Source: an optimization exercise on an open RTL-to-GDS flow (aim: small area, a short achievable clock period and few clock cycles). Production flows keep margins and buffers that such runs may drop. Where RTL was checked, it was by simulation tests only, not by an equivalence proof against the original. Only the layout flow was run in runs 1 to 4; the RTL was not checked for function there. Power figures rest on the tool's default switching activity, not on a simulated workload.

==> flow/design.v <==
`timescale 1ns/10ps
module pjv_madd (
    input  wire [15:0] pos,
    input  wire [15:0] jdm,
    input  wire [15:0] klen,
    input  wire [7:0]  jfreq,
    input  wire        sa,
    input  wire        sbj,
    input  wire        sbp,
    input  wire        sbf,
    input  wire        m255,
    input  wire        cin,
    output wire [15:0] y,
    output wire        w
);
    wire [15:0] a = sa ? jdm : pos;
    wire [15:0] b = (sbj ? jdm : 16'd0) | (sbp ? pos : 16'd0) | (sbf ? {8'd0, jfreq} : 16'd0);
    wire [15:0] m = m255 ? 16'd255 : klen;
    wire [16:0] s = {1'b0, a} + {1'b0, b} + {16'd0, cin};
    wire [15:0] nm = ~m;
    wire [15:0] cs_x = a ^ b ^ nm;
    wire [15:0] cs_c = (a & b) | (a & nm) | (b & nm);
    wire [17:0] t = {2'b11, cs_x} + {1'b0, cs_c, 1'b1} + {17'd0, cin};
    assign w = ~t[17];
    assign y = w ? t[15:0] : s[15:0];
endmodule
module pjv_add8 (
    input  wire [7:0] a,
    input  wire [7:0] b,
    input  wire       cin,
    output wire [7:0] y
);
    wire [7:0] p = a ^ b;
    wire [7:0] g = a & b;
    wire [7:0] g1, p1;
    assign g1[0] = g[0] | (p[0] & cin);
    assign p1[0] = 1'b0;
    genvar i;
    generate
        for (i = 1; i < 8; i = i + 1) begin : l1
            assign g1[i] = g[i] | (p[i] & g[i-1]);
            assign p1[i] = p[i] & p[i-1];
        end
    endgenerate
    wire [7:0] g2, p2;
    assign g2[0] = g1[0];
    assign p2[0] = 1'b0;
    assign g2[1] = g1[1] | (p1[1] & cin);
    assign p2[1] = 1'b0;
    generate
        for (i = 2; i < 8; i = i + 1) begin : l2
            assign g2[i] = g1[i] | (p1[i] & g1[i-2]);
            assign p2[i] = p1[i] & p1[i-2];
        end
    endgenerate
    wire [7:0] c;
    assign c[0] = g2[0];
    assign c[1] = g2[1];
    assign c[2] = g2[2] | (p2[2] & cin);
    assign c[3] = g2[3] | (p2[3] & cin);
    generate
        for (i = 4; i < 8; i = i + 1) begin : l3
            assign c[i] = g2[i] | (p2[i] & g2[i-4]);
        end
    endgenerate
    assign y = p ^ {c[6:0], cin};
endmodule
module pjv_rddec (
    input  wire [3:0]  addr,
    input  wire        kvalid,
    output wire [10:1] sel
);
    assign sel[1]  = (addr == 4'd1);
    assign sel[2]  = (addr == 4'd2);
    assign sel[3]  = (addr == 4'd3);
    assign sel[4]  = (addr == 4'd4);
    assign sel[5]  = (addr == 4'd5);
    assign sel[6]  = (addr == 4'd6);
    assign sel[7]  = (addr == 4'd7);
    assign sel[8]  = (addr == 4'd8) & kvalid;
    assign sel[9]  = (addr == 4'd9) & kvalid;
    assign sel[10] = (addr == 4'd10) & kvalid;
endmodule
module pjv_errval (
    input  wire [3:0]  errsub,
    input  wire [16:0] klen8,
    output wire        err,
    output wire [1:0]  errcode,
    output reg  [16:0] errexp
);
    localparam [3:0] SUB_HEADER = 4'd1, SUB_LENGTH = 4'd3, SUB_TRUNCATED = 4'd4,
                     SUB_KEYLEN = 4'd5, SUB_BADCMD = 4'd7, SUB_DLEN = 4'd8;
    assign err     = (errsub != 4'd0);
    assign errcode = (errsub == SUB_BADCMD || errsub == SUB_DLEN) ? 2'd1 :
                     err ? 2'd2 : 2'd0;
    always @(*) begin
        case (errsub)
            SUB_TRUNCATED: errexp = 17'd8;
            SUB_HEADER:    errexp = 17'hFF;
            SUB_LENGTH:    errexp = klen8;
            SUB_KEYLEN:    errexp = 17'd4;
            SUB_DLEN:      errexp = 17'd4096;
            default:       errexp = 17'd0;
        endcase
    end
endmodule
module pjv_rdsel (
    input  wire [10:1] sel,
    input  wire        kvalid,
    input  wire        ok,
    input  wire        err,
    input  wire [1:0]  errcode,
    input  wire [3:0]  errsub,
    input  wire [16:0] errexp,
    input  wire [31:0] erract,
    input  wire [31:0] kbuf_len,
    input  wire [31:0] dlen,
    input  wire [15:0] klen,
    input  wire [7:0]  jfreq,
    input  wire [23:0] jlen,
    output wire [31:0] rdata
);
    assign rdata = ({32{sel[1]}}  & {29'd0, err, ok, kvalid}) |
                   ({32{sel[2]}}  & {30'd0, errcode}) |
                   ({32{sel[3]}}  & {28'd0, errsub}) |
                   ({32{sel[4]}}  & {15'd0, errexp}) |
                   ({32{sel[5]}}  & erract) |
                   ({32{sel[6]}}  & kbuf_len) |
                   ({32{sel[7]}}  & dlen) |
                   ({32{sel[8]}}  & {16'd0, klen}) |
                   ({32{sel[9]}}  & {24'd0, jfreq}) |
                   ({32{sel[10]}} & {8'd0, jlen});
endmodule
`timescale 1ns/10ps
module pjv_engine (
    input  wire        clk,
    input  wire        rst,
    input  wire        reg_we,
    input  wire [3:0]  reg_addr,
    input  wire [31:0] reg_wdata,
    output reg  [31:0] reg_rdata,
    input  wire        kbuf_wr,       
    output wire        busy,
    output wire        kmem_re,
    output wire [16:0] kmem_addr,
    input  wire [7:0]  kmem_rdata,
    output wire        dmem_re,
    output wire [11:0] dmem_raddr,
    input  wire [7:0]  dmem_rdata,
    output wire        dmem_we,
    output wire [11:0] dmem_waddr,
    output wire [7:0]  dmem_wdata
);
    localparam [3:0] R_CMD = 4'd0, R_STATUS = 4'd1, R_ERRCODE = 4'd2,
                     R_ERRSUB = 4'd3, R_ERREXP = 4'd4, R_ERRACT = 4'd5,
                     R_KBUF_LEN = 4'd6, R_DLEN = 4'd7, R_KLEN = 4'd8,
                     R_JFREQ = 4'd9, R_JLEN = 4'd10;
    localparam [3:0] SUB_HEADER = 4'd1, SUB_FINALIZER = 4'd2, SUB_LENGTH = 4'd3,
                     SUB_TRUNCATED = 4'd4, SUB_KEYLEN = 4'd5, SUB_NOKEY = 4'd6,
                     SUB_BADCMD = 4'd7, SUB_DLEN = 4'd8;
    reg st_idle;    
    reg st_kd;      
    reg st_jd;      
    reg st_ji;      
    reg st_js;      
    reg st_run;     
    reg        kvalid, ok;
    reg [3:0]  errsub;
    reg [31:0] erract, kbuf_len, dlen;
    reg [15:0] klen;
    reg [7:0]  jfreq;
    reg [23:0] jlen;
    reg [15:0] jdm;
    reg        dir;         
    reg [15:0] pos;         
    reg        pol;         
    reg        sa, sbj, sbp, sbf;   
    reg        vk;          
    reg        ks;          
    reg        v1;          
    reg        vw;          
    reg [7:0]  wsum;        
    reg [11:0] widx;        
    assign busy = ~st_idle;
    wire [11:0] wi   = erract[11:0];    
    wire [3:0]  pass = erract[15:12];   
    wire        wl   = erract[16];      
    wire        n1   = erract[17];      
    wire        n2   = erract[27];      
    wire [7:0]  kreg = erract[25:18];   
    wire        ksw  = erract[26];      
    wire [5:0]  bc   = erract[23:18];   
    wire [3:0]  kc   = erract[29:26];   
    wire        cb   = erract[30];      
    wire        jb   = erract[31];      
    wire [8:0]  jint = dlen[21:13];     
    wire [8:0]  jint_f = {jint[7:0], 1'b0} + {7'd0, cb & jb, cb ^ jb};
    wire [8:0]  cnt  = dlen[30:22];     
    wire        jmp  = dlen[31];        
    wire [16:0] klen8 = {1'b0, klen} + 17'd8;
    wire [10:1] rsel;
    wire [31:0] rdata;
    pjv_rddec u_rddec (
        .addr     (reg_addr),
        .kvalid   (kvalid),
        .sel      (rsel)
    );
    wire        err;
    wire [1:0]  errcode;
    wire [16:0] errexp;
    pjv_errval u_errval (
        .errsub   (errsub),
        .klen8    (klen8),
        .err      (err),
        .errcode  (errcode),
        .errexp   (errexp)
    );
    pjv_rdsel u_rdsel (
        .sel      (rsel),
        .kvalid   (kvalid),
        .ok       (ok),
        .err      (err),
        .errcode  (errcode),
        .errsub   (errsub),
        .errexp   (errexp),
        .erract   (erract),
        .kbuf_len (kbuf_len),
        .dlen     (dlen),
        .klen     (klen),
        .jfreq    (jfreq),
        .jlen     (jlen),
        .rdata    (rdata)
    );
    always @(*) reg_rdata = rdata;
    wire        ph = ~bc[0];
    wire [15:0] ma_y;
    wire        ma_w;
    pjv_madd u_madd (
        .pos    (pos),
        .jdm    (jdm),
        .klen   (klen),
        .jfreq  (jfreq),
        .sa     (sa),
        .sbj    (sbj),
        .sbp    (sbp),
        .sbf    (sbf),
        .m255   (st_ji),
        .cin    (st_run | (st_jd & cb)),
        .y      (ma_y),
        .w      (ma_w)
    );
    wire [11:0] nm1    = dlen[11:0] - 12'd1;         
    wire [11:0] ri     = wl ? 12'd0 : wi + 12'd1;    
    wire        done   = wl && (pass == 4'd10);
    wire        issue  = st_run && !done && !(n1 && (vk || v1)) && !(n2 && vk && v1);
    wire        dexe   = vk && st_run && !done;
    wire [7:0]  nbyte;
    pjv_add8 u_add8 (
        .a   (dmem_rdata),
        .b   (kreg ^ {8{ksw}}),
        .cin (ksw),
        .y   (nbyte)
    );
    assign dmem_we    = vw;
    assign dmem_waddr = widx;
    assign dmem_wdata = wsum;
    assign dmem_raddr = ri;
    assign dmem_re    = dexe;
    wire        kd_lo   = st_kd && !kc[3] && (kc[2:0] != 3'd7);
    assign kmem_addr = kd_lo ? {14'd0, kc[2:0]} : ({1'b0, pos} + 17'd7);
    assign kmem_re   = issue | (st_kd && !kc[3]);
    wire [7:0]  kb = kmem_rdata;      
    task automatic finish_cmd(input [3:0] sub, input [31:0] act_v);
        begin
            ok      <= (sub == 4'd0);
            errsub  <= sub;
            erract  <= act_v;
        end
    endtask
    task automatic finish(input [3:0] sub, input [31:0] act_v);
        begin
            ok      <= (sub == 4'd0);
            errsub  <= sub;
            erract  <= act_v;
            pos     <= 16'd0;      
            st_idle <= 1'b1;
            st_kd   <= 1'b0;
            st_jd   <= 1'b0;
            st_ji   <= 1'b0;
            st_js   <= 1'b0;
            st_run  <= 1'b0;
        end
    endtask
    always @(posedge clk) begin
        if (rst) begin
            st_idle  <= 1'b1;
            st_kd    <= 1'b0;
            st_jd    <= 1'b0;
            st_ji    <= 1'b0;
            st_js    <= 1'b0;
            st_run   <= 1'b0;
            kvalid   <= 1'b0;
            ok       <= 1'b0;
            errsub   <= 4'd0;
            erract   <= 32'd0;
            pos      <= 16'd0;
            kbuf_len <= 32'd0;
            dlen     <= 32'd0;
            vk       <= 1'b0;
            v1       <= 1'b0;
            vw       <= 1'b0;
        end else begin
            vk <= issue;
            v1 <= dexe;
            vw <= v1;
            if (v1) begin
                wsum <= nbyte;
                widx <= wi;
            end
            if (st_idle) begin
                if (kbuf_wr)
                    kvalid <= 1'b0;
                if (reg_we) begin
                    case (reg_addr)
                        R_KBUF_LEN: begin
                            kbuf_len <= reg_wdata;
                            kvalid   <= 1'b0;
                        end
                        R_DLEN: dlen <= reg_wdata;
                        R_CMD: begin
                            if (reg_wdata == 32'd1) begin
                                kvalid <= 1'b0;
                                if (kbuf_len < 32'd8)
                                    finish_cmd(SUB_TRUNCATED, kbuf_len);
                                else begin
                                    erract[29:26]      <= 4'd0;
                                    st_idle <= 1'b0;
                                    st_kd   <= 1'b1;
                                end
                            end else if (reg_wdata == 32'd2 || reg_wdata == 32'd3) begin
                                dir <= reg_wdata[0];
                                if (!kvalid)
                                    finish_cmd(SUB_NOKEY, 32'd0);
                                else if (dlen > 32'd4096)
                                    finish_cmd(SUB_DLEN, dlen);
                                else begin
                                    erract[31:30] <= 2'b00;
                                    sa  <= 1'b0;
                                    sbj <= 1'b0;
                                    sbp <= 1'b1;
                                    sbf <= 1'b0;
                                    erract[23:18]      <= 6'd17;
                                    st_idle <= 1'b0;
                                    st_ji   <= 1'b1;
                                end
                            end else begin
                                finish_cmd(SUB_BADCMD, reg_wdata);
                            end
                        end
                        default: ;
                    endcase
                end
            end
            if (st_kd) begin
                erract[29:26] <= kc + 4'd1;
                case (kc)
                    4'd1: if (kb != 8'hFF) finish(SUB_HEADER, {24'd0, kb});
                    4'd2: klen[15:8] <= kb;
                    4'd3: klen[7:0]  <= kb;
                    4'd4: begin
                        jfreq <= kb;
                        pos   <= klen;
                        erract[31] <= (kbuf_len != {15'd0, klen8});   
                    end
                    4'd5: begin
                        jlen[23:16] <= kb;
                        if (jb)
                            finish(SUB_LENGTH, kbuf_len);
                        else if (klen < 16'd4)
                            finish(SUB_KEYLEN, {30'd0, kbuf_len[1:0]});   
                    end
                    4'd6: jlen[15:8]  <= kb;
                    4'd7: jlen[7:0]   <= kb;
                    4'd8: begin
                        if (kb != 8'h00)
                            finish(SUB_FINALIZER, {24'd0, kb});
                        else begin
                            pos   <= 16'd0;
                            jdm   <= 16'd0;
                            erract[30]    <= jlen[23];
                            sa  <= 1'b0;
                            sbj <= 1'b0;
                            sbp <= 1'b1;
                            sbf <= 1'b0;
                            erract[23:18]    <= 6'd47;
                            st_kd <= 1'b0;
                            st_jd <= 1'b1;
                        end
                    end
                    default: ;
                endcase
            end
            if (st_jd) begin
                erract[23:18] <= bc - 6'd1;
                sa  <= !ph;
                sbj <= !ph;
                sbp <= ph;
                if (!ph) begin
                    pos <= ma_y;
                    erract[30]  <= ma_w;
                end else begin
                    jdm <= ma_y;
                    erract[30]  <= (bc[5:1] == 5'd0) ? 1'b0 : jlen[bc[5:1] - 5'd1];
                    if (bc == 6'd0) begin
                        kvalid <= 1'b1;
                        finish(4'd0, 32'd0);
                    end
                end
            end
            if (st_ji) begin
                pos <= ma_y;
                if (!ph) begin
                    dlen[21:13] <= jint_f;
                    erract[30]  <= ma_w;
                    erract[31]  <= dlen[4 + bc[4:1]];
                    sbp <= 1'b0;
                    sbf <= dlen[4 + bc[4:1]];
                end else begin
                    erract[31]  <= ma_w;
                    sbp <= 1'b1;
                    sbf <= 1'b0;
                end
                erract[23:18] <= bc - 6'd1;
                if (bc[4:0] == 5'd0) begin
                    st_ji <= 1'b0;
                    st_js <= 1'b1;
                end
            end
            if (st_js) begin
                if (jint_f < 9'd2) begin
                    dlen[21:13] <= 9'd2;
                    dlen[30:22] <= 9'd2;
                end else begin
                    dlen[21:13] <= jint_f;
                    dlen[30:22] <= jint_f;
                end
                dlen[31]  <= 1'b0;
                sa  <= 1'b0;
                sbj <= 1'b0;
                sbp <= 1'b0;
                sbf <= 1'b0;
                pos  <= 16'd0;
                pol  <= 1'b0;
                erract[11:0]   <= nm1;
                erract[17]   <= (nm1 == 12'd0);
                erract[27]   <= (nm1 == 12'd1);
                erract[16]   <= 1'b1;
                erract[15:12] <= 4'd0;
                st_js <= 1'b0;
                if (dlen[12:0] == 13'd0) begin
                    dlen[31:13] <= 19'd0;
                    finish(4'd0, 32'd0);
                end
                else
                    st_run <= 1'b1;
            end
            if (dexe) begin
                erract[25:18] <= kmem_rdata;
                erract[26]    <= ks;
                erract[11:0]   <= ri;
                erract[16]   <= (ri == nm1);
                if (wl)
                    erract[15:12] <= pass + 4'd1;
            end
            if (issue) begin
                ks   <= (dir != pol);
                pos  <= ma_y;
                if (jmp) begin
                    dlen[30:22] <= jint;
                    pol <= ~pol;
                end else begin
                    dlen[30:22] <= cnt - 9'd1;
                end
                dlen[31] <= !jmp && (cnt == 9'd2);
                sbj      <= !jmp && (cnt == 9'd2);
            end
            if (st_run && done && !v1) begin
                dlen[31:13] <= 19'd0;
                finish(4'd0, 32'd0);
            end
        end
    end
endmodule
==> flow/flow/run.sh <==
#!/bin/bash
# Standard ORFS layout, with plain buffers (not delay cells) on the ports and
# no dummy balancing loads in the clock tree.
set -euo pipefail
export BUFFER_PORTS_ARGS="-buffer_cell sky130_fd_sc_hd__buf_2"
export CTS_ARGS="-sink_clustering_enable -repair_clock_nets -dont_use_dummy_load"
bash standard.sh > standard.log 2>&1
==> flow/standard.sh <==
#!/bin/bash
# synth_recipe.tcl (not shown) runs the flow's synth.tcl, then flattens the netlist and writes it again
# the make line also repeats each setting of config.mk as NAME=value (left out here)
make -C /OpenROAD-flow-scripts/flow DESIGN_CONFIG=/design/flow/config.mk WORK_HOME=/design/flow/orfs CLKGATE_MAP_FILE= SYNTH_SCRIPT=/design/flow/synth_recipe.tcl "${@:-finish}"
==> flow/config.mk <==
export PLATFORM = sky130hd
export DESIGN_NAME = pjv_engine
export DESIGN_NICKNAME = pjv_engine
export VERILOG_FILES = /design/flow/design.v
export SDC_FILE = /design/flow/constraint.sdc
export NUM_CORES = 4
export LEC_CHECK = 0
export CAP_MARGIN = 20
export CORE_MARGIN = 2
export CORE_UTILIZATION = 50
export SETUP_SLACK_MARGIN = 4.0
export SLEW_MARGIN = 20
export SYNTH_HIERARCHICAL = 1
export SYNTH_MINIMUM_KEEP_SIZE = 0
export TNS_END_PERCENT = 0
==> flow/constraint.sdc <==
create_clock -name core_clock -period 8.0 [get_ports {clk}]
set_input_delay 1.6000 -clock core_clock [delete_from_list [all_inputs] [get_ports {clk}]]
set_output_delay 1.6000 -clock core_clock [all_outputs]
set_load 0.01 [all_outputs]
==> impl_metrics.toml, run 1 <==
[global_route]
antenna_found_initial = 1
grt_pass1_wl_mm = 114.8
grt_pass1_vias = 17490
overflow = 0
grtUsageTotal_pct = 42.90
grt_max_degree = 41

[critical_path]
critPathMaxStageDelay_ps = 490
path_cells = "buf_12 > nand3b_4 > nor3_4 > buf_12 > a222oi_1 > nand3_1 > buf_2"
arrival_ps = 2860
critical_path.startpoint_type = "input port"
cp-end-kind = "output pin"
crit_path_max_fanout = 7
crit_top_cell = "buf_12"
required_ps = 6400
cp_slowest_cell = "a222oi_1"
crit_type = "input port to output pin"

[die]
design.portCount = 141
core.rowCount = 67
coreArea_mm2 = 0.03370
dieArea_mm2 = 0.03582
dieWidth_um = 189.3
die_h_um = 189.3
initial_core_util_pct = 50.93

[power]
p_leak_nw = 7.696
power_density_mw_per_mm2 = 141.5
power.total_mw = 2.745
ir_drop_mv = 0.1631

[timing]
hold_viol = 0
slew_headroom_pct = 17.31
finalCritPeriodShare_pct = 55.80
grt_setup_unrepaired = "true"
tightest_slew_ps = 1240
setup_tns_ps = 0
max_freq_mhz = 224.0
skew_ps = 45.94
fin_crit_ps = 4464
slew_violations = 0
setup_viol = 0

[placed_design]
portBuffers = 140
gp_congestion = 1.014
hpwlAfterDp_mm = 56.91

[yosys]
synth_area_leaders = "edfxtp_1 (16%), dfxtp_1 (15%), nand2_1 (5.8%), a21oi_1 (4.8%), ha_1 (4.4%)"
ys_warn_count = 8
yosysTopAreaCellShare_pct = 15.92
synth_nets = 2220
synth.cell_area_mm2 = 0.01716
ys_types = 96
synth_common_cells = "nand2_1 (267), a21oi_1 (164), nor2_1 (163)"
syn_area_per_cell_um2 = 8.235
synth_edf_count = 91
syn-instance-count = 2084
ys_ff_latch = 218
ys_seq_area_share_pct = 30.74
synth_most_common_cell = "nand2_1"
synth_top_area_cell = "edfxtp_1"
ys.flop_type = "dfxtp_1"
ys_async_sr_fraction_pct = 0

[clock_tree]
cts-buffers-inserted = 27
cts.clk_slew.worst_paths_ps = 60
cts_tree = "yes"
clkSinkCount = 218
root_buffer = "clkbuf_16"
cts_max_level = 1
clock_latency_ps = 580
clk_path_buf_depth = 3

[worst_hold_path]
hold_class = "register to register"

[flow_run]
drv_cap = 0

[drt]
vias = 18720
vias_per_cell = 7.083
drtIter0Drc = 2989
drc_errors = 0
wl_mm = 78.28
ant_nets = 0
first_pass_iters = 9
wl_per_cell_um = 29.62

[layout]
postLayoutCoreUtil_pct = 57.57
drive_gt1_share_pct = 15.69
syn_to_final_growth_pct = 13.04
num-nets-final = 2330

[outcome]
outcome = "no timing/DRC/antenna violations"
==> modules after synthesis, one instance, submodules excluded <==
module	area (µm²)	cells	times used	flops+latches
pjv_add8	350.3	47	1	0
pjv_rddec	103.8	15	1	0
pjv_engine	13020	1544	1	218
pjv_errval	274.0	44	1	0
pjv_madd	2535	309	1	0
pjv_rdsel	874.6	125	1	0
==> layer usage <==
metal	up-vias	part of all wire [%]	track usage, %
met3	336	14	12.83
met5	-	0	0
li1	7985	-	-
met4	0	6.3	21.97
met1	8859	38	56.83
met2	1541	42	63.34
==> through the flow <==
| step | instances | setup slack (ps) | instance area (µm²) | hold WS, ps |
|---|---|---|---|---|
| 2_1_floorplan | 2084 | 3970 | 17170 | 452.2 |
| 3_3_place_gp | 2577 | 3000 | 18160 | 497.3 |
| 3_5_place_dp | 2577 | 2995 | 18170 | 500.8 |
| 4_1_cts | 2634 | 3581 | 19300 | 508.9 |
| 5_1_grt | 2640 | 3522 | 19390 | 533.9 |
| 6_report | 2643 | 3536 | 19400 | 505.5 |
==> state kept, by name, summed over array words and instances, names as in the netlist, 4 cells and up <==
register and count:
jlen 24, kbuf_len 32, jdm 16, wsum 8, dlen 32, jfreq 8, errsub 4, widx 12
pos 16, erract 32, klen 16
==> cells by family after synthesis <==
kind of cell             synth area share, %
buffers and inverters                  5.344
AND/OR/NAND/NOR                        21.77
adder cells (fa/ha/maj)                6.707
XOR/XNOR                               6.226
AO/OA/AOI/OAI                          25.19
multiplexers                           4.031
flip-flops                             30.74
==> worst max-delay path: cells and delay by family <==
family / cells / cell delay, ps
compound gates: 1 / 490
buf+inv: 3 / 400
simple gates: 3 / 360
==> power breakdown <==
group / internal, mW / switching, mW
sequential: 1.17 / 0.0301
combinational: 0.181 / 0.309
clock: 0.586 / 0.467
==> cell type report <==
cell class | count | area (µm²)
Antenna cell | 3 | 7.507
Clock buffer | 27 | 675.6
Fill cell | 3225 | 14300
Inverter | 85 | 319.1
Multi-Input combinational cell | 1649 | 11120
Sequential cell | 218 | 5278
Tap cell | 448 | 560.5
Timing Repair Buffer | 213 | 1443
==> worst paths after layout <==
path,slack [ps],to,cells past startpoint,from
max reg2reg,3640,erract[31],15,st_ji
max,3540,reg_rdata[4],7,reg_addr[2]
min,510,kbuf_len[21],2,kbuf_len[21]
min reg2reg,510,kbuf_len[21],2,kbuf_len[21]
==> what timing repair did <==
| item | 4_1_cts | 5_1_grt |
|---|---|---|
| hold buffers | 0 | 0 |
| setup endpoints to repair | 93 | 114 |
| setup buffers | 30 | 6 |
| pin swaps | 9 | 12 |
| resized for setup | 33 | 14 |
==> placed cells by master (no fill, tap or decap), types with 27 or more instances in the layout <==
master | synthesis | layout
nand4_1 | 30 | 30
dfxtp_1 | 127 | 125
nand2b_1 | 30 | 28
a21oi_1 | 164 | 163
ha_1 | 60 | 59
a22oi_1 | 92 | 92
a22o_1 | 28 | 28
inv_1 | 83 | 83
nor3_1 | 50 | 47
o21ai_0 | 97 | 96
nor4_1 | 35 | 33
xor2_1 | 62 | 62
buf_4 | 2 | 60
nor2_1 | 163 | 155
buf_2 | 27 | 136
xnor2_1 | 60 | 60
nand2_1 | 267 | 266
clkbuf_16 | 0 | 27
nand3_1 | 75 | 74
edfxtp_1 | 91 | 91
==> inputs of run 2 (changes only) <==
==> flow/flow/run.sh (replaced) <==
#!/bin/bash
# Standard ORFS layout, with plain buffers (not delay cells) on the ports and
# a clock tree of larger sink clusters without dummy balancing loads.
set -euo pipefail
export BUFFER_PORTS_ARGS="-buffer_cell sky130_fd_sc_hd__buf_2"
export CTS_ARGS="-sink_clustering_enable -repair_clock_nets -dont_use_dummy_load -sink_clustering_size 30 -sink_clustering_max_diameter 100"
bash standard.sh > standard.log 2>&1
==> impl_metrics.toml, run 2 <==
[outcome]
outcome = "no timing/DRC/antenna violations"

[yosys]
synth_common_cells = "nand2_1 (267), a21oi_1 (164), nor2_1 (163)"
ys_ff_latch = 218
ys_async_sr_fraction_pct = 0
ys_types = 96
synth.cell_area_mm2 = 0.01716
yosysTopAreaCellShare_pct = 15.92
synth_most_common_cell = "nand2_1"
synth_area_leaders = "edfxtp_1 (16%), dfxtp_1 (15%), nand2_1 (5.8%), a21oi_1 (4.8%), ha_1 (4.4%)"
synth_edf_count = 91
ys.flop_type = "dfxtp_1"
ys_warn_count = 8
syn-instance-count = 2084
synth_nets = 2220
ys_seq_area_share_pct = 30.74
synth_top_area_cell = "edfxtp_1"
syn_area_per_cell_um2 = 8.235

[drt]
vias_per_cell = 7.022
ant_nets = 0
first_pass_iters = 7
drc_errors = 0
drtIter0Drc = 3088
wl_mm = 78.07
wl_per_cell_um = 29.74
vias = 18430

[timing]
finalCritPeriodShare_pct = 55.60
max_freq_mhz = 224.8
setup_viol = 0
skew_ps = 59.31
fin_ws_ps = 3552
hold_viol = 0
setup_tns_ps = 0
tightest_slew_ps = 1202
slew_violations = 0
slew_headroom_pct = 19.88
fin_crit_ps = 4448
grt_setup_unrepaired = "true"

[die]
coreArea_mm2 = 0.03370
dieArea_mm2 = 0.03582
design.portCount = 141
die_h_um = 189.3
core.rowCount = 67
initial_core_util_pct = 50.93
dieWidth_um = 189.3

[layout]
top_regs = "dlen: 32 flops, erract: 32 flops, kbuf_len: 32 flops"
mostFrequentLayoutCells = "nand2_1 (266), a21oi_1 (163), nor2_1 (155)"
num-nets-final = 2315
antenna_cells = 0
syn_to_final_growth_pct = 10.84
nFillCells = 3251
drive_gt1_share_pct = 15.11
mostFrequentLayoutCell = "nand2_1"

[global_route]
grtUsageTotal_pct = 42.83
grt_pass1_wl_mm = 114.7
antenna_found_initial = 2
grt_pass1_vias = 17360
overflow = 0
grt_max_degree = 41

[placed_design]
place_ws_ps = 2995
portBuffers = 140
gp_congestion = 1.014
hpwlAfterDp_mm = 56.91

[clock_tree]
clkSinkCount = 218
cts.clk_slew.worst_paths_ps = 120
cts-buffers-inserted = 13
clk_path_buf_depth = 3
clock_latency_ps = 530
cts_tree = "yes"
cts_max_level = 1
root_buffer = "clkbuf_16"
hold_buffers = 0

[power]
ir_drop_mv = 0.1312
p_leak_nw = 7.515
power_density_mw_per_mm2 = 125.3

[critical_path]
arrival_ps = 2850
crit_path_max_fanout = 25
critical_path.startpoint_type = "input port"
required_ps = 6400
cp-end-kind = "output pin"
crit_type = "input port to output pin"

[worst_hold_path]
hold_class = "register to register"

[flow_run]
drv_cap = 0
run 2: cell count changes in the layout (fill, tap and decap cells not counted):
| cell | previous run | this run |
|---|---|---|
| clkbuf_16 | 27 | 13 |
| buf_8 | 4 | 3 |
| buf_4 | 60 | 59 |
| buf_6 | 1 | 3 |
| diode_2 | 3 | 0 |
| buf_12 | 12 | 11 |
run 2: Yosys stat by module (local to each module, per instance):
module      copies in the design  area (µm²)
pjv_add8                       1       350.3
pjv_engine                     1       13020
pjv_errval                     1       274.0
pjv_madd                       1        2535
pjv_rddec                      1       103.8
pjv_rdsel                      1       874.6
run 2: layout make-up:
type                       count  area, µm²  area share [%]
inverter                      85      319.1           1.677
clock buffer                  13      325.3           1.710
multi-input combinational   1649      11120           58.45
tap                          448      560.5           2.947
sequential                   218       5278           27.74
timing repair buffer         212       1423           7.478
run 2: per-stage QoR:
stage | cells | hold WS (ps) | util [%] | total power [mW] | cell area (µm²)
final | 2625 | 516.2 | 56.45 | 2.384 | 19020
after global routing | 2625 | 543.1 | 56.45 | 2.443 | 19020
after global placement | 2577 | 497.3 | 53.88 | 1.669 | 18160
after CTS | 2619 | 517.8 | 56.16 | 2.364 | 18920
after detailed placement | 2577 | 500.8 | 53.92 | 1.671 | 18170
after floorplan | 2084 | 452.2 | - | 1.516 | 17170
run 2: what timing repair did:
| item | in CTS | in global routing |
|---|---|---|
| resized for setup | 34 | 14 |
| buffers inserted | 29 | 6 |
| setup endpoints to repair | 94 | 117 |
| pin swaps | 10 | 10 |
run 2: power by group:
group	leakage [nW]	switching (mW)	internal, mW	total, mW
Sequential	1.86	0.0299	1.17	1.20
Combinational	5.50	0.309	0.180	0.489
Clock	0.160	0.401	0.294	0.695
Total	7.52	0.740	1.64	2.38
run 2: worst paths after layout:
path / from / to / slack [ps] / depth (start not counted)
worst max register to register: sbp / erract[31] / 3740 / 16
worst max-delay path: reg_addr[3] / reg_rdata[13] / 3550 / 7
worst min-delay path: kbuf_len[20] / kbuf_len[20] / 520 / 2
worst min register to register: kbuf_len[20] / kbuf_len[20] / 520 / 2
run 2: cell families after synthesis:
kind of cell	Yosys count	synth area share (%)
xor+xnor	122	6.226
simple gates	770	21.77
flops	218	30.74
compound gates	625	25.19
fa+ha+maj	80	6.707
buf+inv	217	5.344
mux	52	4.031
run 2: worst max-delay path: stages:
cell and delay [ps]:
buf_6 120, nand2b_4 190, nor2_4 240, buf_12 220, a22oi_1 110, nand3_1 180
buf_2 160
run 2: per-layer routing:
metal | global-route usage [%] | vias to the layer above | routed length [µm] | part of all wire, %
li1 | - | 7956 | - | -
met1 | 56.73 | 8717 | 29720 | 38
met2 | 63.88 | 1433 | 32680 | 42
met3 | 12.34 | 326 | 10750 | 14
met4 | 21.35 | 0 | 4926 | 6.3
met5 | 0 | - | 0 | 0
==> inputs of run 3 (changes only) <==
--- a/flow/design.v
+++ b/flow/design.v
@@ -175,9 +175,8 @@
     reg [15:0] pos;         
     reg        pol;         
     reg        sa, sbj, sbp, sbf;   
-    reg        vk;          
-    reg        ks;          
     reg        v1;          
+    reg        ks;          
     reg        vw;          
     reg [7:0]  wsum;        
     reg [11:0] widx;        
@@ -187,8 +186,6 @@
     wire        wl   = erract[16];      
     wire        n1   = erract[17];      
     wire        n2   = erract[27];      
-    wire [7:0]  kreg = erract[25:18];   
-    wire        ksw  = erract[26];      
     wire [5:0]  bc   = erract[23:18];   
     wire [3:0]  kc   = erract[29:26];   
     wire        cb   = erract[30];      
@@ -252,20 +249,19 @@
     wire [11:0] nm1    = dlen[11:0] - 12'd1;         
     wire [11:0] ri     = wl ? 12'd0 : wi + 12'd1;    
     wire        done   = wl && (pass == 4'd10);
-    wire        issue  = st_run && !done && !(n1 && (vk || v1)) && !(n2 && vk && v1);
-    wire        dexe   = vk && st_run && !done;
+    wire        issue  = st_run && !done && !(n1 && (v1 || vw)) && !(n2 && v1 && vw);
     wire [7:0]  nbyte;
     pjv_add8 u_add8 (
         .a   (dmem_rdata),
-        .b   (kreg ^ {8{ksw}}),
-        .cin (ksw),
+        .b   (kmem_rdata ^ {8{ks}}),
+        .cin (ks),
         .y   (nbyte)
     );
     assign dmem_we    = vw;
     assign dmem_waddr = widx;
     assign dmem_wdata = wsum;
     assign dmem_raddr = ri;
-    assign dmem_re    = dexe;
+    assign dmem_re    = issue;
     wire        kd_lo   = st_kd && !kc[3] && (kc[2:0] != 3'd7);
     assign kmem_addr = kd_lo ? {14'd0, kc[2:0]} : ({1'b0, pos} + 17'd7);
     assign kmem_re   = issue | (st_kd && !kc[3]);
@@ -306,12 +302,10 @@
             pos      <= 16'd0;
             kbuf_len <= 32'd0;
             dlen     <= 32'd0;
-            vk       <= 1'b0;
             v1       <= 1'b0;
             vw       <= 1'b0;
         end else begin
-            vk <= issue;
-            v1 <= dexe;
+            v1 <= issue;
             vw <= v1;
             if (v1) begin
                 wsum <= nbyte;
@@ -464,15 +458,11 @@
                 else
                     st_run <= 1'b1;
             end
-            if (dexe) begin
-                erract[25:18] <= kmem_rdata;
-                erract[26]    <= ks;
+            if (issue) begin
                 erract[11:0]   <= ri;
                 erract[16]   <= (ri == nm1);
                 if (wl)
                     erract[15:12] <= pass + 4'd1;
-            end
-            if (issue) begin
                 ks   <= (dir != pol);
                 pos  <= ma_y;
                 if (jmp) begin
==> flow/flow/run.sh (replaced) <==
#!/bin/bash
# Standard ORFS layout, with plain buffers (not delay cells) on the ports and
# no dummy balancing loads in the clock tree.
set -euo pipefail
export BUFFER_PORTS_ARGS="-buffer_cell sky130_fd_sc_hd__buf_2"
export CTS_ARGS="-sink_clustering_enable -repair_clock_nets -dont_use_dummy_load"
bash standard.sh > standard.log 2>&1
==> impl_metrics.toml, run 3 <==
[drt]
first_pass_iters = 10
vias_per_cell = 6.858
vias = 17860
wl_met2_mm = 32.22
wl_mm = 72.20
wl_per_cell_um = 27.72
dr.max_layer_used = "met5"
drtIter0Drc = 2562
drc_errors = 0
wl_met1_mm = 27.30
ant_nets = 0
wl_met3_mm = 8.072

[yosys]
syn-instance-count = 2021
synth_top_area_cell = "edfxtp_1"
synth_edf_count = 91
synth_top_family_by_area = "compound AO/OA/AOI/OAI gates"
ys_async_sr_fraction_pct = 0
ys_ff_latch = 217
synthSimpleGateAreaFrac_pct = 20.84
synthAdderAreaFrac_pct = 6.820
ys_warn_count = 8
synth_area_leaders = "edfxtp_1 (16%), dfxtp_1 (15%), a21oi_1 (5.9%), nand2_1 (5.3%), ha_1 (4.4%)"
synth-xor-area-share_pct = 6.516
synth.cell_area_mm2 = 0.01688
synth_nets = 2157
synth_common_cells = "nand2_1 (238), a21oi_1 (199), nor2_1 (164)"
ys.flop_type = "dfxtp_1"
yosysTopAreaCellShare_pct = 16.19
ys_seq_area_share_pct = 31.13
synth.area.mux_share_pct = 4.025
syn_area_per_cell_um2 = 8.352
ys_types = 97
synth-compound-area-share_pct = 25.38
synth_most_common_cell = "nand2_1"

[layout]
drive_gt1_share_pct = 17.62
design_area_mm2 = 0.01942
final-seq-area_mm2 = 0.005255
multi_input_area_mm2 = 0.01096
mostFrequentLayoutCells = "nand2_1 (238), a21oi_1 (198), nor2_1 (155)"
syn_to_final_growth_pct = 15.08
antenna_cells = 0
num-nets-final = 2295
top_regs = "dlen: 32 flops, erract: 32 flops, kbuf_len: 32 flops"
nFillCells = 3128
mostFrequentLayoutCell = "nand2_1"

[timing]
grt_setup_unrepaired = "true"
max_freq_mhz = 225.2
slew_violations = 0
setup_tns_ps = 0
setup_viol = 0
skew_ps = 24.78
fin_crit_ps = 4441
hold_viol = 0
slew_headroom_pct = 24.87
tightest_slew_ps = 1126
finalCritPeriodShare_pct = 55.51
fin_ws_ps = 3559

[power]
p_leak_nw = 7.765
ir_drop_mv = 0.1373
power_density_mw_per_mm2 = 140.2

[critical_path]
rr_worst_depth = 13
cp_top_family = "buffers and inverters"
cp-end-kind = "output pin"
cp_slowest_cell = "nand3_1"
critPathMaxStageDelay_ps = 230
r2r-end = "jdm[8]"
rrSetupSlack_ps = 3670
crit_top_cell = "buf_6"
crit_type = "input port to output pin"
required_ps = 6400
worst-path-buf-inv = 4
critical_path.startpoint_type = "input port"
r2r_start = "sbp"
arrival_ps = 2840
crit_path_max_fanout = 8
path_cells = "buf_12 > nand2b_4 > buf_6 > nor3_4 > buf_6 > a22oi_2 > nand3_1 > buf_2"

[clock_tree]
clkSinkCount = 217
cts-buffers-inserted = 27
clk_path_buf_depth = 3
cts_max_level = 1
root_buffer = "clkbuf_16"
cts_tree = "yes"
clock_latency_ps = 570
hold_buffers = 0
cts.clk_slew.worst_paths_ps = 50

[global_route]
antenna_found_initial = 1
grt_pass1_vias = 16880
grtUsageTotal_pct = 39.74
grt_pass1_wl_mm = 106.5
overflow = 0
grt_max_degree = 59

[flow_run]
drv_cap = 0

[placed_design]
hpwlAfterDp_mm = 50.94
portBuffers = 140
place_ws_ps = 2827
placed_area_mm2 = 0.01782
gp_congestion = 0.9979

[die]
design.portCount = 141
core.rowCount = 67
coreArea_mm2 = 0.03336
die_h_um = 187.7
dieArea_mm2 = 0.03524
dieWidth_um = 187.7
initial_core_util_pct = 50.59

[outcome]
outcome = "no timing/DRC/antenna violations"

[worst_hold_path]
min_to = "kbuf_len[30]"
min_delay_path_depth = 2
hold_class = "register to register"
min_from = "kbuf_len[30]"
run 3: cell types whose count changed after synthesis, sizes merged, moves of 11 or more:
cell | before | now
a22o | 28 | 43
or4 | 4 | 15
nand2 | 268 | 241
a21oi | 174 | 208
nand3 | 75 | 46
run 3: metal layers:
layer  vias to the layer above  GRT usage (%)
met5                         -              0
met4                         2          20.81
met3                       289          7.861
met2                      1246          62.96
met1                      8554          51.47
li1                       7773              -
run 3: timing repair:
item                                   CTS  global route
endpoints found under the hold margin    0             0
setup endpoints to repair              116           120
resized for setup                       42            22
setup buffers                           47            23
gates cloned                             2             0
pin swaps                               15            20
run 3: worst register-to-register path, stage by stage, from the launching register on:
cell	delay, ps
edfxtp_1	560
buf_4	260
a222oi_1	300
inv_1	120
fa_1	480
ha_1	380
nand2_1	160
o21a_1	170
o21ai_1	60
a211o_2	320
a41oi_4	390
buf_6	260
mux2_2	400
a22o_1	210
run 3: Yosys stat by module (local to each module, per instance):
module      copies in the design  cell area, µm²  cells inside  flops+latches
pjv_engine                     1           12740          1481            217
pjv_errval                     1           274.0            44              0
pjv_add8                       1           350.3            47              0
pjv_madd                       1            2535           309              0
pjv_rddec                      1           103.8            15              0
pjv_rdsel                      1           874.6           125              0
run 3: cell type report:
cell class	instances	area share, %
sequential	217	27.05
multi-input combinational	1597	56.44
clock buffer	27	3.478
timing repair buffer	240	8.677
tap	448	2.886
inverter	76	1.469
run 3: worst max path at each step:
stage	startpoint	endpoint	slack [ps]	cells past startpoint
CTS	reg_addr[3]	reg_rdata[0]	3590	8
detailed placement	reg_addr[0]	reg_rdata[0]	2830	8
global placement	reg_addr[0]	reg_rdata[0]	2900	8
finish	reg_addr[3]	reg_rdata[12]	3560	8
floorplan	reg_addr[0]	reg_rdata[3]	3980	5
global route	klen[3]	reg_rdata[12]	3480	9
run 3: per-stage QoR:
stage          hold slack (ps)  total power [mW]  util (%)  instances
2_1_floorplan            452.2             1.513         -       2021
3_3_place_gp             489.0             1.644     53.38       2505
3_5_place_dp             488.4             1.648     53.42       2506
4_1_cts                  488.8             2.703     57.36       2582
5_1_grt                  529.5             2.800     58.22       2605
6_report                 496.7             2.723     58.22       2605
run 3: logic make-up after synthesis:
| kind of cell | count (synthesis) |
|---|---|
| AO/OA/AOI/OAI | 626 |
| XOR/XNOR | 124 |
| adder cells (fa/ha/maj) | 80 |
| buffers and inverters | 208 |
| flip-flops | 217 |
| multiplexers | 51 |
| AND/OR/NAND/NOR | 715 |
run 3: report_power, final:
group	internal [mW]	switching [mW]	leakage (nW)	total [mW]
registers	1.17	0.0269	1.86	1.20
logic	0.183	0.289	5.58	0.472
clock network	0.585	0.470	0.333	1.06
==> inputs of run 4 (changes only) <==
--- a/flow/config.mk
+++ b/flow/config.mk
@@ -5,11 +5,11 @@
 export SDC_FILE = /design/flow/constraint.sdc
 export NUM_CORES = 4
 export LEC_CHECK = 0
-export CAP_MARGIN = 20
+export CAP_MARGIN = 0
 export CORE_MARGIN = 2
 export CORE_UTILIZATION = 50
 export SETUP_SLACK_MARGIN = 4.0
-export SLEW_MARGIN = 20
+export SLEW_MARGIN = 0
 export SYNTH_HIERARCHICAL = 1
 export SYNTH_MINIMUM_KEEP_SIZE = 0
 export TNS_END_PERCENT = 0
==> impl_metrics.toml, run 4 <==
[outcome]
outcome = "no timing/DRC/antenna violations"

[critical_path]
worst-path-buf-inv = 2
path_cells = "buf_8 > nand2_1 > nor3_1 > a22oi_1 > nand4_1 > buf_2"
critPathMaxStageDelay_ps = 550
arrival_ps = 2880
r2r_start = "sbp"
r2r-end = "jdm[8]"
rr_worst_depth = 14
crit_type = "input port to output pin"
critical_path.startpoint_type = "input port"
cp-end-kind = "output pin"
worst-path-stages = 6
cp_slowest_cell = "nor3_1"
cp_top_family = "simple AND/OR/NAND/NOR gates"
crit_path_max_fanout = 9
rrSetupSlack_ps = 3790
required_ps = 6400

[layout]
mostFrequentLayoutCells = "nand2_1 (238), a21oi_1 (198), nor2_1 (156)"
top_regs = "dlen: 32 flops, erract: 32 flops, kbuf_len: 32 flops"
postLayoutCoreUtil_pct = 57.88
design_area_mm2 = 0.01931
nFillCells = 3137
syn_to_final_growth_pct = 14.40
mostFrequentLayoutCell = "nand2_1"
drive_gt1_share_pct = 16.88
antenna_cells = 0
num-nets-final = 2288

[drt]
ant_nets = 0
vias_per_cell = 6.826
drc_errors = 0
vias = 17730
drtIter0Drc = 2248
first_pass_iters = 9
wl_per_cell_um = 27.47
wl_mm = 71.36

[placed_design]
portBuffers = 140
placed_area_mm2 = 0.01781
hpwlAfterDp_mm = 50.92
gp_congestion = 0.9979

[clock_tree]
cts_tree = "yes"
root_buffer = "clkbuf_16"
cts_max_level = 1
clk_path_buf_depth = 3
clkSinkCount = 217
hold_buffers = 0
cts.clk_slew.worst_paths_ps = 60
clock_latency_ps = 550
cts-buffers-inserted = 27

[worst_hold_path]
min_from = "kbuf_len[19]"
hold_class = "register to register"
min_to = "kbuf_len[19]"
min_delay_path_depth = 2

[global_route]
overflow = 0
grtUsageTotal_pct = 39.24
grt_max_degree = 59
grt_pass1_vias = 16840
antenna_found_initial = 0
grt_pass1_wl_mm = 105.6

[timing]
setup_tns_ps = 0
max_freq_mhz = 223.4
skew_ps = 22.27
slew_headroom_pct = 22.87
grt_setup_unrepaired = "true"
setup_viol = 0
hold_viol = 0
slew_violations = 0
tightest_slew_ps = 1151
fin_crit_ps = 4477
finalCritPeriodShare_pct = 55.96

[yosys]
ys_warn_count = 8
ys_async_sr_fraction_pct = 0
ys_types = 97
synth_nets = 2157
synth_top_area_cell = "edfxtp_1"
syn-instance-count = 2021
yosysTopAreaCellShare_pct = 16.19
synth_area_leaders = "edfxtp_1 (16%), dfxtp_1 (15%), a21oi_1 (5.9%), nand2_1 (5.3%), ha_1 (4.4%)"
synth_common_cells = "nand2_1 (238), a21oi_1 (199), nor2_1 (164)"
ys.flop_type = "dfxtp_1"
syn_area_per_cell_um2 = 8.352
ys_ff_latch = 217
synth_edf_count = 91
synth.cell_area_mm2 = 0.01688
synth_most_common_cell = "nand2_1"
ys_seq_area_share_pct = 31.13

[die]
dieArea_mm2 = 0.03524
design.portCount = 141
dieWidth_um = 187.7
core.rowCount = 67
coreArea_mm2 = 0.03336
die_h_um = 187.7
initial_core_util_pct = 50.59

[flow_run]
drv_cap = 0

[power]
power_density_mw_per_mm2 = 140.7
ir_drop_mv = 0.1368
p_leak_nw = 7.717
-- run 4: cell counts after synthesis --
Identical to the previous run, type by type.
-- run 4: cells by family (layout without fill, tap and decap cells) --
kind of cell	after synthesis	count (layout)	share of synthesized area, %
buffers and inverters	208	336	5.285
multiplexers	51	51	4.025
flip-flops	217	217	31.13
adder cells (fa/ha/maj)	80	80	6.820
AO/OA/AOI/OAI	626	626	25.38
XOR/XNOR	124	124	6.516
AND/OR/NAND/NOR	715	716	20.84
-- run 4: layout make-up --
| type | instances | area (µm²) | area share, % |
|---|---|---|---|
| timing repair buffer | 233 | 1637 | 8.475 |
| clock buffer | 27 | 675.6 | 3.499 |
| multi-input combinational | 1597 | 10900 | 56.43 |
| inverter | 76 | 285.3 | 1.477 |
| sequential | 217 | 5255 | 27.21 |
| tap | 448 | 560.5 | 2.903 |
-- run 4: where the power goes --
part / internal [mW] / total [mW] / switching, mW
Clock: 0.586 / 1.05 / 0.465
Combinational: 0.183 / 0.472 / 0.289
Sequential: 1.17 / 1.19 / 0.0257
-- run 4: worst min-delay path: cells and delay by family (launching register included) --
kind,cells,cell delay (ps)
AO/OA/AOI/OAI,1,50
flip-flops,1,340
AND/OR/NAND/NOR,1,70
-- run 4: timing repair --
item                                    CTS  global route
endpoints found under the setup margin  116           120
cloned                                    2             2
pin swaps                                13             9
setup buffers                            38            24
resized for setup                        31            11
-- run 4: Yosys stat by module, one instance, submodules excluded --
| module | cell area [µm²] | flip-flops and latches | cells | copies in the design |
|---|---|---|---|---|
| pjv_add8 | 350.3 | 0 | 47 | 1 |
| pjv_rddec | 103.8 | 0 | 15 | 1 |
| pjv_madd | 2535 | 0 | 309 | 1 |
| pjv_rdsel | 874.6 | 0 | 125 | 1 |
| pjv_engine | 12740 | 217 | 1481 | 1 |
| pjv_errval | 274.0 | 0 | 44 | 1 |
-- run 4: worst max-delay path by stage --
stage,startpoint,to,slack (ps)
after floorplan,reg_addr[0],reg_rdata[3],3980
after global placement,reg_addr[0],reg_rdata[0],2900
after detailed placement,reg_addr[0],reg_rdata[0],2840
after CTS,reg_addr[2],reg_rdata[5],3560
after global routing,reg_addr[3],reg_rdata[16],3520
final,reg_addr[0],reg_rdata[0],3520
-- run 4: per-layer routing --
metal | global-route usage [%] | wire length, µm
met1 | 51.97 | 27640
met2 | 63.02 | 32060
met3 | 6.120 | 7345
met4 | 18.41 | 4314
met5 | 0 | 0
-- run 4: through the flow --
stage	setup WS [ps]	instances	power, mW	hold slack [ps]
2_1_floorplan	3977	2021	1.513	452.2
3_3_place_gp	2897	2505	1.644	489.0
3_5_place_dp	2845	2505	1.648	490.4
4_1_cts	3563	2572	2.700	496.5
5_1_grt	3522	2598	2.795	527.6
6_report	3523	2598	2.717	504.5
==> inputs of run 5 (changes only) <==
--- a/flow/design.v
+++ b/flow/design.v
@@ -179,13 +179,13 @@
     reg        ks;          
     reg        vw;          
     reg [7:0]  wsum;        
-    reg [11:0] widx;        
     assign busy = ~st_idle;
     wire [11:0] wi   = erract[11:0];    
     wire [3:0]  pass = erract[15:12];   
     wire        wl   = erract[16];      
     wire        n1   = erract[17];      
     wire        n2   = erract[27];      
+    wire [11:0] widx = {erract[31:28], erract[25:18]};   
     wire [5:0]  bc   = erract[23:18];   
     wire [3:0]  kc   = erract[29:26];   
     wire        cb   = erract[30];      
@@ -309,7 +309,7 @@
             vw <= v1;
             if (v1) begin
                 wsum <= nbyte;
-                widx <= wi;
+                {erract[31:28], erract[25:18]} <= wi;
             end
             if (st_idle) begin
                 if (kbuf_wr)
--- a/flow/config.mk
+++ b/flow/config.mk
@@ -5,11 +5,11 @@
 export SDC_FILE = /design/flow/constraint.sdc
 export NUM_CORES = 4
 export LEC_CHECK = 0
-export CAP_MARGIN = 0
+export CAP_MARGIN = 20
 export CORE_MARGIN = 2
 export CORE_UTILIZATION = 50
 export SETUP_SLACK_MARGIN = 4.0
-export SLEW_MARGIN = 0
+export SLEW_MARGIN = 20
 export SYNTH_HIERARCHICAL = 1
 export SYNTH_MINIMUM_KEEP_SIZE = 0
 export TNS_END_PERCENT = 0
==> impl_metrics.toml, run 5 <==
[yosys]
synth.cell_area_mm2 = 0.01701
syn_area_per_cell_um2 = 8.052
synth_common_cells = "nand2_1 (270), a21oi_1 (164), nor2_1 (159)"
synth_area_leaders = "dfxtp_1 (15%), edfxtp_1 (14%), nand2_1 (6.0%), a21oi_1 (4.8%), ha_1 (4.4%)"
ys_async_sr_fraction_pct = 0
synth_nets = 2248
ys_warn_count = 8
synth_most_common_cell = "nand2_1"
yosysTopAreaCellShare_pct = 14.83
synth_edf_count = 79
ys_seq_area_share_pct = 28.78
synth_top_area_cell = "dfxtp_1"
ys.flop_type = "dfxtp_1"
ys_ff_latch = 205
ys_types = 95
syn-instance-count = 2112

[timing]
fin_crit_ps = 4497
max_freq_mhz = 222.4
slew_violations = 0
grt_setup_unrepaired = "true"
slew_headroom_pct = 23.46
whs_ps = 507.5
fin_ws_ps = 3503
skew_ps = 76.27
setup_tns_ps = 0
hold_viol = 0
finalCritPeriodShare_pct = 56.22
setup_viol = 0
tightest_slew_ps = 1144

[critical_path]
cp_slowest_cell = "nor3_4"
critPathMaxStageDelay_ps = 230
path_cells = "buf_8 > nand2b_4 > buf_6 > nor3_4 > buf_6 > a22oi_1 > nand3_1 > buf_2"
arrival_ps = 2900
crit_path_max_fanout = 7
crit_type = "input port to output pin"
required_ps = 6400
cp-end-kind = "output pin"
critical_path.startpoint_type = "input port"
crit_top_cell = "buf_6"

[die]
initial_core_util_pct = 50.71
design.portCount = 141
die_h_um = 188.4
core.rowCount = 67
coreArea_mm2 = 0.03353
dieArea_mm2 = 0.03550
dieWidth_um = 188.4

[layout]
mostFrequentLayoutCells = "nand2_1 (270), a21oi_1 (164), nor2_1 (154)"
syn_to_final_growth_pct = 13.16
drive_gt1_share_pct = 15.08
mostFrequentLayoutCell = "nand2_1"
top_regs = "dlen: 32 flops, erract: 32 flops, kbuf_len: 32 flops"
stdcell_count = 2671
nFillCells = 3180
num-nets-final = 2359

[drt]
ant_nets = 0
vias_per_cell = 6.940
drtIter0Drc = 2480
wl_mm = 75.32
vias = 18540
drc_errors = 0
first_pass_iters = 8
wl_per_cell_um = 28.20

[outcome]
outcome = "no timing/DRC/antenna violations"

[power]
ir_drop_mv = 0.1568
p_leak_nw = 7.561
combPwrFrac_pct = 18.9
power_density_mw_per_mm2 = 138.0
swShare_pct = 30.13
p_sw_mw = 0.8001
p_int_mw = 1.855
seq_power_share_pct = 42.6
pwr-share-clk_pct = 38.5

[placed_design]
dp_cells = 2599
gp_congestion = 1.025
place_ws_ps = 2940
portBuffers = 140
hpwlAfterDp_mm = 54.47

[clock_tree]
cts.clk_slew.worst_paths_ps = 50
cts_max_level = 1
cts-buffers-inserted = 26
cts_tree = "yes"
clkSinkCount = 205
hold_buffers = 0
clk_path_buf_depth = 3
clock_latency_ps = 580
root_buffer = "clkbuf_16"

[global_route]
overflow = 0
grt_pass1_vias = 17300
grtUsageTotal_pct = 41.74
antenna_found_initial = 4
grt_max_degree = 44
grt_pass1_wl_mm = 111.9

[flow_run]
drv_cap = 0

[worst_hold_path]
hold_class = "register to register"
run 5: changes by cell type after synthesis, sizes merged, moves of 11 or more:
cell    before  now
nand2      241  271
mux2i       24   44
o211ai       9   25
a22o        43   21
nand3       46   72
a211oi      11   22
a21oi      208  173
o21ai       97  126
inv         75   88
edfxtp      91   79
run 5: repair_timing:
action,4_1_cts,5_1_grt
cloned,3,0
pin swaps,16,4
gates resized for setup,36,3
endpoints found under the setup margin,94,110
buffers inserted,31,9
run 5: layout make-up:
| type | instances | area [µm²] | area share, % |
|---|---|---|---|
| antenna | 2 | 5.005 | 0.02601 |
| clock buffer | 26 | 650.6 | 3.381 |
| inverter | 89 | 334.1 | 1.736 |
| multi-input combinational | 1676 | 11210 | 58.26 |
| sequential | 205 | 4895 | 25.44 |
| tap | 448 | 560.5 | 2.913 |
| timing repair buffer | 225 | 1587 | 8.245 |
run 5: kinds of logic (layout without fill, tap and decap cells):
group,count (synthesis),count (layout),synth area share [%]
adders and majority gates,80,80,6.769
buffers and inverters,232,340,6.026
xor gates and xnor gates,123,123,6.416
and+or+nand+nor,761,762,21.51
DFF,205,205,28.78
other,0,2,0
muxes,69,69,4.709
AOI/OAI and AO/OA,642,642,25.78
run 5: final timing paths:
| path | startpoint | to | slack [ps] | cells past startpoint |
|---|---|---|---|---|
| max | reg_addr[3] | reg_rdata[14] | 3500 | 8 |
| min | kbuf_len[24] | kbuf_len[24] | 510 | 2 |
| max reg2reg | sbf | jdm[8] | 3740 | 13 |
| min reg2reg | kbuf_len[24] | kbuf_len[24] | 510 | 2 |
run 5: metal layers:
layer / routed length, µm / global-route usage, % / vias up / share of wire, %
met5: 0 / 0 / - / 0
met4: 4253 / 21.27 / 0 / 5.6
met3: 10320 / 10.34 / 276 / 14
met2: 30900 / 60.59 / 1423 / 41
met1: 29850 / 57.53 / 8803 / 40
li1: - / - / 8034 / -
run 5: critical path, delay by kind of cell:
kind	cells	cell delay, ps
AO/OA/AOI/OAI	1	90
AND/OR/NAND/NOR	3	610
buffers and inverters	4	590
run 5: through the flow:
stage | cell area [µm²] | power [mW] | utilization, %
after floorplan | 17020 | 1.468 | -
after global placement | 17950 | 1.609 | 53.54
after detailed placement | 17950 | 1.615 | 53.54
after CTS | 19140 | 2.641 | 57.08
final | 19240 | 2.655 | 57.38
after global routing | 19240 | 2.733 | 57.37
run 5: power by group through the flow:
stage	sequential (mW)	clock [mW]	combinational, mW
after floorplan	1.13	0	0.336
after global placement	1.15	0	0.454
after detailed placement	1.15	0	0.461
after CTS	1.13	1.03	0.486
after global routing	1.13	1.06	0.540
final	1.13	1.02	0.502
run 5: modules after synthesis (local to each module, per instance):
module      times used  cells inside  cell area (µm²)
pjv_errval           1            44            274.0
pjv_add8             1            47            350.3
pjv_madd             1           309             2535
pjv_rdsel            1           125            874.6
pjv_rddec            1            15            103.8
pjv_engine           1          1572            12870
Testbench counts of run 5, summed over its fixed seeds: cycles 301,710.
==> inputs of run 6 (changes only) <==
--- a/flow/config.mk
+++ b/flow/config.mk
@@ -8,7 +8,7 @@
 export CAP_MARGIN = 20
 export CORE_MARGIN = 2
 export CORE_UTILIZATION = 50
-export SETUP_SLACK_MARGIN = 4.0
+export SETUP_SLACK_MARGIN = 3.45
 export SLEW_MARGIN = 20
 export SYNTH_HIERARCHICAL = 1
 export SYNTH_MINIMUM_KEEP_SIZE = 0
==> impl_metrics.toml, run 6 <==
[die]
design.portCount = 141
dieWidth_um = 188.4
dieArea_mm2 = 0.03550
coreArea_mm2 = 0.03353
core.rowCount = 67
die_h_um = 188.4
initial_core_util_pct = 50.71

[yosys]
synth_common_cells = "nand2_1 (270), a21oi_1 (164), nor2_1 (159)"
ys_warn_count = 8
syn_area_per_cell_um2 = 8.052
synth_edf_count = 79
synth_most_common_cell = "nand2_1"
synth_area_leaders = "dfxtp_1 (15%), edfxtp_1 (14%), nand2_1 (6.0%), a21oi_1 (4.8%), ha_1 (4.4%)"
ys.flop_type = "dfxtp_1"
syn-instance-count = 2112
ys_ff_latch = 205
yosysTopAreaCellShare_pct = 14.83
ys_async_sr_fraction_pct = 0
synth.cell_area_mm2 = 0.01701
ys_seq_area_share_pct = 28.78
synth_top_area_cell = "dfxtp_1"
ys_types = 95
synth_nets = 2248

[timing]
setup_viol = 0
skew_ps = 35.14
fin_crit_ps = 4705
slew_headroom_pct = 23.54
grt_setup_unrepaired = "true"
slew_violations = 0
fin_ws_ps = 3295
max_freq_mhz = 212.5
hold_viol = 0
finalCritPeriodShare_pct = 58.81
setup_tns_ps = 0
tightest_slew_ps = 1143
whs_ps = 516.5

[power]
ir_drop_mv = 0.1680
power_density_mw_per_mm2 = 139.7
p_leak_nw = 7.345

[critical_path]
rr_worst_depth = 14
required_ps = 6400
rrSetupSlack_ps = 3740
arrival_ps = 3110
critical_path.startpoint_type = "input port"
crit_path_max_fanout = 27
crit_type = "input port to output pin"
r2r-end = "jdm[8]"
cp-end-kind = "output pin"
r2r_start = "sbp"

[drt]
wl_per_cell_um = 28.08
wl_met2_mm = 30.93
ant_nets = 0
wl_mm = 74.09
drtIter0Drc = 2743
drc_errors = 0
first_pass_iters = 8
wl_met1_mm = 29.54
wl_met3_mm = 10.05
vias_per_cell = 6.908
dr.max_layer_used = "met5"
vias = 18220

[clock_tree]
root_buffer = "clkbuf_16"
clock_latency_ps = 550
clk_path_buf_depth = 3
cts.clk_slew.worst_paths_ps = 50
clkSinkCount = 205
cts_tree = "yes"
cts_max_level = 1
cts-buffers-inserted = 26

[outcome]
outcome = "no timing/DRC/antenna violations"

[global_route]
overflow = 0
grtUsageTotal_pct = 40.84
grt_pass1_wl_mm = 109.8
antenna_found_initial = 1
grt_max_degree = 36
grt_pass1_vias = 17000

[layout]
mostFrequentLayoutCells = "nand2_1 (270), a21oi_1 (164), nor2_1 (154)"
syn_to_final_growth_pct = 10.58
mostFrequentLayoutCell = "nand2_1"
num-nets-final = 2328
stdcell_count = 2638
drive_gt1_share_pct = 13.79
antenna_cells = 0
nFillCells = 3273
final-seq-area_mm2 = 0.004895
top_regs = "dlen: 32 flops, erract: 32 flops, kbuf_len: 32 flops"
multi_input_area_mm2 = 0.01119

[placed_design]
hpwlAfterDp_mm = 54.05
portBuffers = 140
gp_congestion = 1.024
dp_cells = 2598
place_ws_ps = 2937

[worst_hold_path]
min_delay_path_depth = 2
hold_class = "register to register"
min_to = "kbuf_len[28]"
min_from = "kbuf_len[28]"

[flow_run]
drv_cap = 0
## run 6: cell types whose count changed in the layout (fill, tap and decap cells not counted), moves of 3 or more
cell,before,now
nor2_2,0,3
buf_12,12,5
nor2_4,6,3
buf_4,64,48
buf_6,8,2
## run 6: cell type report
| cell class | count | share of cell area [%] |
|---|---|---|
| Inverter | 89 | 1.777 |
| Multi-Input combinational cell | 1676 | 59.48 |
| Clock buffer | 26 | 3.460 |
| Sequential cell | 205 | 26.03 |
| Timing Repair Buffer | 194 | 6.268 |
| Tap cell | 448 | 2.981 |
## run 6: kinds of logic (layout without fill, tap and decap cells)
family	count (synthesis)	in the layout	synth area share (%)
flip-flops	205	205	28.78
multiplexers	69	69	4.709
AO/OA/AOI/OAI	642	642	25.78
buffers and inverters	232	309	6.026
adder cells (fa/ha/maj)	80	80	6.769
XOR/XNOR	123	123	6.416
AND/OR/NAND/NOR	761	762	21.51
## run 6: through the flow
stage / total power, mW / instance area, µm² / utilization (%)
floorplan: 1.468 / 17010 / -
global placement: 1.608 / 17930 / 53.49
detailed placement: 1.615 / 17950 / 53.53
CTS: 2.615 / 18700 / 55.76
global route: 2.705 / 18800 / 56.08
finish: 2.627 / 18800 / 56.08
## run 6: where the power goes
group | internal, mW | switching, mW
registers | 1.10 | 0.0294
clock network | 0.565 | 0.444
logic | 0.181 | 0.308
total | 1.85 | 0.781
## run 6: repair_timing
item                                    CTS  global route
pin swaps                                 4             1
endpoints found under the setup margin   33            59
hold buffers                              0             0
gates cloned                              1             0
setup buffers                             4             9
resized for setup                         9             0
## run 6: how the worst max path moves through the flow
stage | end | startpoint | cells past startpoint | slack [ps]
after global routing | reg_rdata[10] | reg_addr[1] | 7 | 3260
after detailed placement | reg_rdata[16] | reg_addr[1] | 7 | 2940
final | reg_rdata[16] | reg_addr[1] | 7 | 3290
after global placement | reg_rdata[16] | reg_addr[0] | 6 | 2940
after floorplan | reg_rdata[3] | reg_addr[2] | 5 | 3900
after CTS | reg_rdata[14] | reg_addr[1] | 7 | 3370
## run 6: worst max-delay path, stage by stage
cell,delay [ps]
buf_2,220
nand2_1,130
nor2_2,310
buf_6,340
a222oi_1,160
nand2_1,180
buf_2,160
## run 6: modules after synthesis (local to each module, per instance)
module / cells / copies in the design / cell area, µm²
pjv_add8: 47 / 1 / 350.3
pjv_madd: 309 / 1 / 2535
pjv_engine: 1572 / 1 / 12870
pjv_rdsel: 125 / 1 / 874.6
pjv_errval: 44 / 1 / 274.0
pjv_rddec: 15 / 1 / 103.8
## run 6: layer usage
metal	GRT usage, %	vias to the layer above
met5	0	-
met4	17.85	2
met3	10.11	236
met2	60.25	1363
met1	56.67	8652
li1	-	7969
==> inputs of run 7 (changes only) <==
--- a/flow/config.mk
+++ b/flow/config.mk
@@ -7,8 +7,9 @@
 export LEC_CHECK = 0
 export CAP_MARGIN = 20
 export CORE_MARGIN = 2
-export CORE_UTILIZATION = 50
-export SETUP_SLACK_MARGIN = 3.45
+export CORE_UTILIZATION = 55
+export PLACE_DENSITY = 0.75
+export SETUP_SLACK_MARGIN = 4.0
 export SLEW_MARGIN = 20
 export SYNTH_HIERARCHICAL = 1
 export SYNTH_MINIMUM_KEEP_SIZE = 0
==> impl_metrics.toml, run 7 <==
[timing]
setup_viol = 0
tightest_slew_ps = 1268
skew_ps = 31.39
slew_violations = 0
fin_crit_ps = 4470
setup_tns_ps = 0
slew_headroom_pct = 15.16
whs_ps = 514.0
hold_viol = 0

[yosys]
synth_nets = 2248
synth_common_cells = "nand2_1 (270), a21oi_1 (164), nor2_1 (159)"
ys.flop_type = "dfxtp_1"
ys_types = 95
ys_async_sr_fraction_pct = 0
synth_most_common_cell = "nand2_1"
syn_area_per_cell_um2 = 8.052
yosysTopAreaCellShare_pct = 14.83
synth_edf_count = 79
ys_warn_count = 8
ys_ff_latch = 205
synth_area_leaders = "dfxtp_1 (15%), edfxtp_1 (14%), nand2_1 (6.0%), a21oi_1 (4.8%), ha_1 (4.4%)"
synth.cell_area_mm2 = 0.01701
ys_seq_area_share_pct = 28.78
synth_top_area_cell = "dfxtp_1"

[die]
coreArea_mm2 = 0.03051
design.portCount = 141
die_h_um = 179.8
dieWidth_um = 179.8
core.rowCount = 64

[clock_tree]
clk_path_buf_depth = 3
cts_tree = "yes"
cts_max_level = 1
cts.clk_slew.worst_paths_ps = 60
hold_buffers = 0
cts-buffers-inserted = 25
root_buffer = "clkbuf_16"

[power]
p_leak_nw = 7.553
ir_drop_mv = 0.1446
power_density_mw_per_mm2 = 137.5

[layout]
drive_gt1_share_pct = 15.07
syn_to_final_growth_pct = 12.75
antenna_cells = 0
num-nets-final = 2354
mostFrequentLayoutCell = "nand2_1"
mostFrequentLayoutCells = "nand2_1 (270), a21oi_1 (164), nor2_1 (152)"

[global_route]
grt_pass1_wl_mm = 113.6
grt_pass1_vias = 17510
grt_max_degree = 58
antenna_found_initial = 1

[critical_path]
cp_slowest_cell = "bufbuf_16"
cp-end-kind = "output pin"
critPathMaxStageDelay_ps = 350
crit_path_max_fanout = 16
worst-path-stages = 7
r2r_start = "sbf"
crit_path_start = "reg_addr[1]"
path_cells = "buf_12 > nand2b_4 > nor2_4 > bufbuf_16 > a22oi_1 > nand2_1 > buf_2"
critical_path.startpoint_type = "input port"
crit_type = "input port to output pin"
worst-path-buf-inv = 3
cp_top_family = "buffers and inverters"

[drt]
drtIter0Drc = 3220
wl_mm = 77.42
drc_errors = 0
vias_per_cell = 7.277
wl_per_cell_um = 29.64

[worst_hold_path]
min_delay_path_depth = 2
hold_class = "register to register"
min_from = "kbuf_len[21]"

[outcome]
outcome = "no timing/DRC/antenna violations"

[placed_design]
gp_congestion = 1.035
-- run 7: cell counts after synthesis --
Identical to the previous run, type by type.
-- run 7: cell type report --
class / instances / area (µm²)
flip-flops and latches: 205 / 4895
repair buffers: 222 / 1593
well taps: 396 / 495.5
multi-input cells: 1675 / 11230
clock buffers: 25 / 625.6
fillers: 2738 / 11340
inverters: 89 / 334.1
-- run 7: timing repair --
item                                   4_1_cts  5_1_grt
endpoints found under the hold margin        0        0
setup endpoints to repair                   91      109
cloned                                       2        2
gates resized for setup                     32        3
pin swaps                                    8        8
setup buffers                               27       13
-- run 7: layer usage --
| metal | part of all wire, % | vias to the layer above | track usage, % |
|---|---|---|---|
| met4 | 6.9 | 2 | 25.14 |
| met5 | 0.017 | - | 0 |
| li1 | - | 8034 | - |
| met3 | 15 | 381 | 12.40 |
| met2 | 42 | 1699 | 68.29 |
| met1 | 36 | 8891 | 60.58 |
-- run 7: per-stage QoR --
| step | power [mW] | cells | util (%) | area, µm² | setup slack (ps) |
|---|---|---|---|---|---|
| floorplan | 1.468 | 2112 | - | 17020 | 3983 |
| global placement | 1.612 | 2543 | 58.51 | 17850 | 2921 |
| detailed placement | 1.619 | 2543 | 58.54 | 17860 | 2991 |
| CTS | 2.601 | 2597 | 62.20 | 18980 | 3575 |
| global route | 2.697 | 2612 | 62.84 | 19170 | 3511 |
| finish | 2.637 | 2612 | 62.84 | 19170 | 3530 |
-- run 7: path summary, 6_finish.rpt --
check	endpoint	slack, ps
hold / removal	kbuf_len[21]	510
hold reg to reg	kbuf_len[21]	510
setup / recovery	reg_rdata[16]	3530
setup reg to reg	jdm[8]	3680
-- run 7: tightest hold or removal path, cell delays in order, from the launching register on --
cell     delay, ps
dfxtp_1        340
nand2_1         70
a21oi_1         60
-- run 7: kinds of logic after synthesis --
logic type	count (synthesis)	share of synthesized area, %
muxes	69	4.709
buffers and inverters	232	6.026
and+or+nand+nor	761	21.51
adders and majority gates	80	6.769
xor gates and xnor gates	123	6.416
AOI/OAI and AO/OA	642	25.78
DFF	205	28.78
-- run 7: report_power, final --
group	leakage [nW]	switching (mW)	internal (mW)
clock network	0.308	0.446	0.545
logic	5.50	0.321	0.194
registers	1.74	0.0311	1.10
total	7.55	0.799	1.84
-- run 7: per-module statistics from Yosys, one instance, submodules excluded --
module	flip-flops and latches	copies in the design	cells
pjv_engine	205	1	1572
pjv_madd	0	1	309
pjv_rdsel	0	1	125
pjv_add8	0	1	47
pjv_errval	0	1	44
pjv_rddec	0	1	15

Setup slack of run 7, layout unchanged: 3.530 ns with ideal ports, 3.476 ns with driving cells assumed (clock clkbuf_16, inputs buf_2), 3.085 ns with port delays also shifted by the 0.599 ns mid clock arrival.
